Source: an optimization exercise on an open RTL-to-GDS flow (aim: small area). Production flows keep margins and buffers that such runs may drop.
Only simulation tests tie the RTL to the original design; equivalence was not proved.
Power is estimated from default activity; no workload was simulated.

==> nickel: inputs <==
Design fcdmx_seq, start of the top module:
module fcdmx_seq (
    input  wire        clk,
    input  wire        rst,
    input  wire        tick,
    input  wire [1:0]  fg_op,
    input  wire [15:0] cmd,
    input  wire        win_valid,
    input  wire [79:0] win,
    output wire        bus_clk,
    output wire        bus_dat,
    output wire        bus_lat
);
==> flow/config.mk <==
export PLATFORM = sky130hd
export DESIGN_NAME = fcdmx_seq
export DESIGN_NICKNAME = fcdmx_seq
export VERILOG_FILES = /design/flow/design.v
export SDC_FILE = /design/flow/constraint.sdc
export NUM_CORES = 4
export LEC_CHECK = 0
export ABC_AREA = 1
export CAP_MARGIN = 20
export CORE_MARGIN = 2
export CORE_UTILIZATION = 60
export SLEW_MARGIN = 20
==> flow/constraint.sdc <==
create_clock -name core_clock -period 10.0 [get_ports {clk}]
set_input_delay 2.0000 -clock core_clock [delete_from_list [all_inputs] [get_ports {clk}]]
set_output_delay 2.0000 -clock core_clock [all_outputs]
set_load 0.01 [all_outputs]
standard.sh (not shown) runs the stock make flow with config.mk's settings and CLKGATE_MAP_FILE= SYNTH_SCRIPT=/design/flow/synth_recipe.tcl, a recipe that flattens the netlist after the stock synthesis.
==> flow/flow/run.sh <==
#!/bin/bash
# The standard layout (standard.sh) with three changes:
#  * synthesis maps the logic with an area-oriented ABC script
#    (flow/abc_area.script: &dch, then &nf with delay relaxed and more
#    cuts and area rounds) in place of
#    ORFS's abc_area.script, and leaves adders to ABC (no ADDER_MAP_FILE,
#    so no half/full adder cells); everything else in synthesis is
#    unchanged, so the registers are those of the standard synthesis;
#  * the port buffers are the smallest buffer cell (buf_1);
#  * the clock tree has no dummy loads.
# ORFS's scripts folder is copied into this work folder with only
# abc_area.script replaced. Each tool's output is in standard.log and in
# orfs/logs/.
set -e
rm -rf scripts_area
cp -r "$FLOW_HOME/scripts" scripts_area
cp flow/abc_area.script scripts_area/abc_area.script
export SCRIPTS_DIR="$PWD/scripts_area"
export ADDER_MAP_FILE=
export BUFFER_PORTS_ARGS="-buffer_cell sky130_fd_sc_hd__buf_1"
export CTS_ARGS="-sink_clustering_enable -repair_clock_nets -dont_use_dummy_load"
bash standard.sh > standard.log 2>&1
==> flow/flow/abc_area.script <==
strash; &get -n; &dch; &nf -R 1000 -F 8 -A 4 -p -C 32; &put; topo; dnsize -c
==> raven: changes against nickel <==
Settings changed: GPL_TIMING_DRIVEN set to 0.
==> tundra: changes against nickel <==
--- a/flow/flow/run.sh
+++ b/flow/flow/run.sh
@@ -20,3 +20,3 @@
 export BUFFER_PORTS_ARGS="-buffer_cell sky130_fd_sc_hd__buf_1"
-export CTS_ARGS="-sink_clustering_enable -repair_clock_nets -dont_use_dummy_load"
+export CTS_ARGS="-sink_clustering_enable -repair_clock_nets -dont_use_dummy_load -buf_list sky130_fd_sc_hd__clkbuf_4 -root_buf sky130_fd_sc_hd__clkbuf_8"
 bash standard.sh > standard.log 2>&1
Settings changed: GPL_TIMING_DRIVEN set to 0.
==> run_results.csv <==
group,metric,value,unit
outcome,outcome,"finished clean",
global_route,grtUsageMet3,8.19,%
pwr,powerDensity,132,nW/µm²
setup_path,worst-setup-path-type,"input pin to register",
pwr,pwr-share-seq,45.5,%
pwr,combPwrFrac,35.8,%
layout,layout.cells.non_filler,721,
layout,final_util,67.0,%
drt,wl_met2,7.05,mm
drt,num_vias,5385,
drt,wire_per_inst,21.8,µm
setup_path,endpoint,"cnt[0]$_DFF_P_",
drt,drtIter0Drc,894,
sta,final.setup_skew,35.8,ps
setup_path,worstPathMaxFanout,10,
global_route,grt_pass1_vias,4941,
place,place_hpwl,11.4,mm
clock_network,worstSkewPairLatency,320,ps
drt,wl_met1,5.64,mm
pwr,pg_comb,212,µW
[end of results for nickel]
==> run_results.csv <==
group,metric,value,unit
place,place_hpwl,10.8,mm
pwr,combPwrFrac,33.1,%
layout,final_util,66.1,%
global_route,grtUsageMet3,8.29,%
global_route,grt_pass1_vias,4690,
pwr,pwr-share-seq,47.9,%
drt,drtIter0Drc,1132,
clock_network,worstSkewPairLatency,310,ps
setup_path,worst-setup-path-type,"register to register",
pwr,powerDensity,132,nW/µm²
setup_path,endpoint,"ptr[0]$_DFF_P_",
drt,wl_met1,5.67,mm
pwr,pg_comb,193,µW
setup_path,worstPathMaxFanout,22,
drt,wl_met2,6.49,mm
sta,final.setup_skew,30.9,ps
outcome,outcome,"finished clean",
drt,num_vias,5247,
drt,wire_per_inst,20.8,µm
[end of results for tundra]
==> run_results.csv <==
group,metric,value,unit
outcome,outcome,"finished clean",
drt,num_vias,5247,
layout,clkCellAreaFrac,1.56,%
job,max_cap_violations,0,
layout,final_util,66.1,%
layout,layout.cells.non_filler,712,
clock_network,worstSkewPairLatency,310,ps
place,place_hpwl,10.8,mm
pwr,powerDensity,132,nW/µm²
setup_path,endpoint,"ptr[0]$_DFF_P_",
layout,regMostFlops,"cnt",
setup_path,worstPathMaxFanout,22,
drt,wl_met2,6.49,mm
pwr,pwr-share-seq,47.9,%
pwr,combPwrFrac,33.1,%
setup_path,worst-setup-path-type,"register to register",
global_route,grt_pass1_vias,4690,
drt,drtIter0Drc,1132,
drt,wire_per_inst,20.8,µm
[end of results for raven]

re-timing with driven ports:
How much do the figures lean on ideal ports? The routed layouts below were timed once more, with nothing changed but the port constraints.
Step 1 sets driving cells, clkbuf_16 on the clock port and buf_2 on the other inputs (assumed; they add their load-dependent delay and slew).
Step 2, shift: input delay + t, output delay - t, t = (earliest + latest rising clock arrival at the registers) / 2. This alone moves slack from input paths to output paths.
Three values: ideal ports, drivers, drivers and shift; two values: the first two.
run | t (ns) | slack for setup (ns) | worst setup path at the end | slew at the worst register clock pin (ns)
nickel | 0.335 | 5.705 / 5.717 / 5.382 | input to register | 0.11 / 0.11
raven | 0.327 | 5.421 / 5.421 / 5.414 | input to register | 0.11 / 0.11
tundra | 0.327 | 5.421 / 5.421 / 5.414 | input to register | 0.11 / 0.11
After both steps setup and hold are still met in every run listed. For nickel, which loses most, drivers alone change the setup slack by +0.012 ns; drivers and shift together by -0.323 ns.
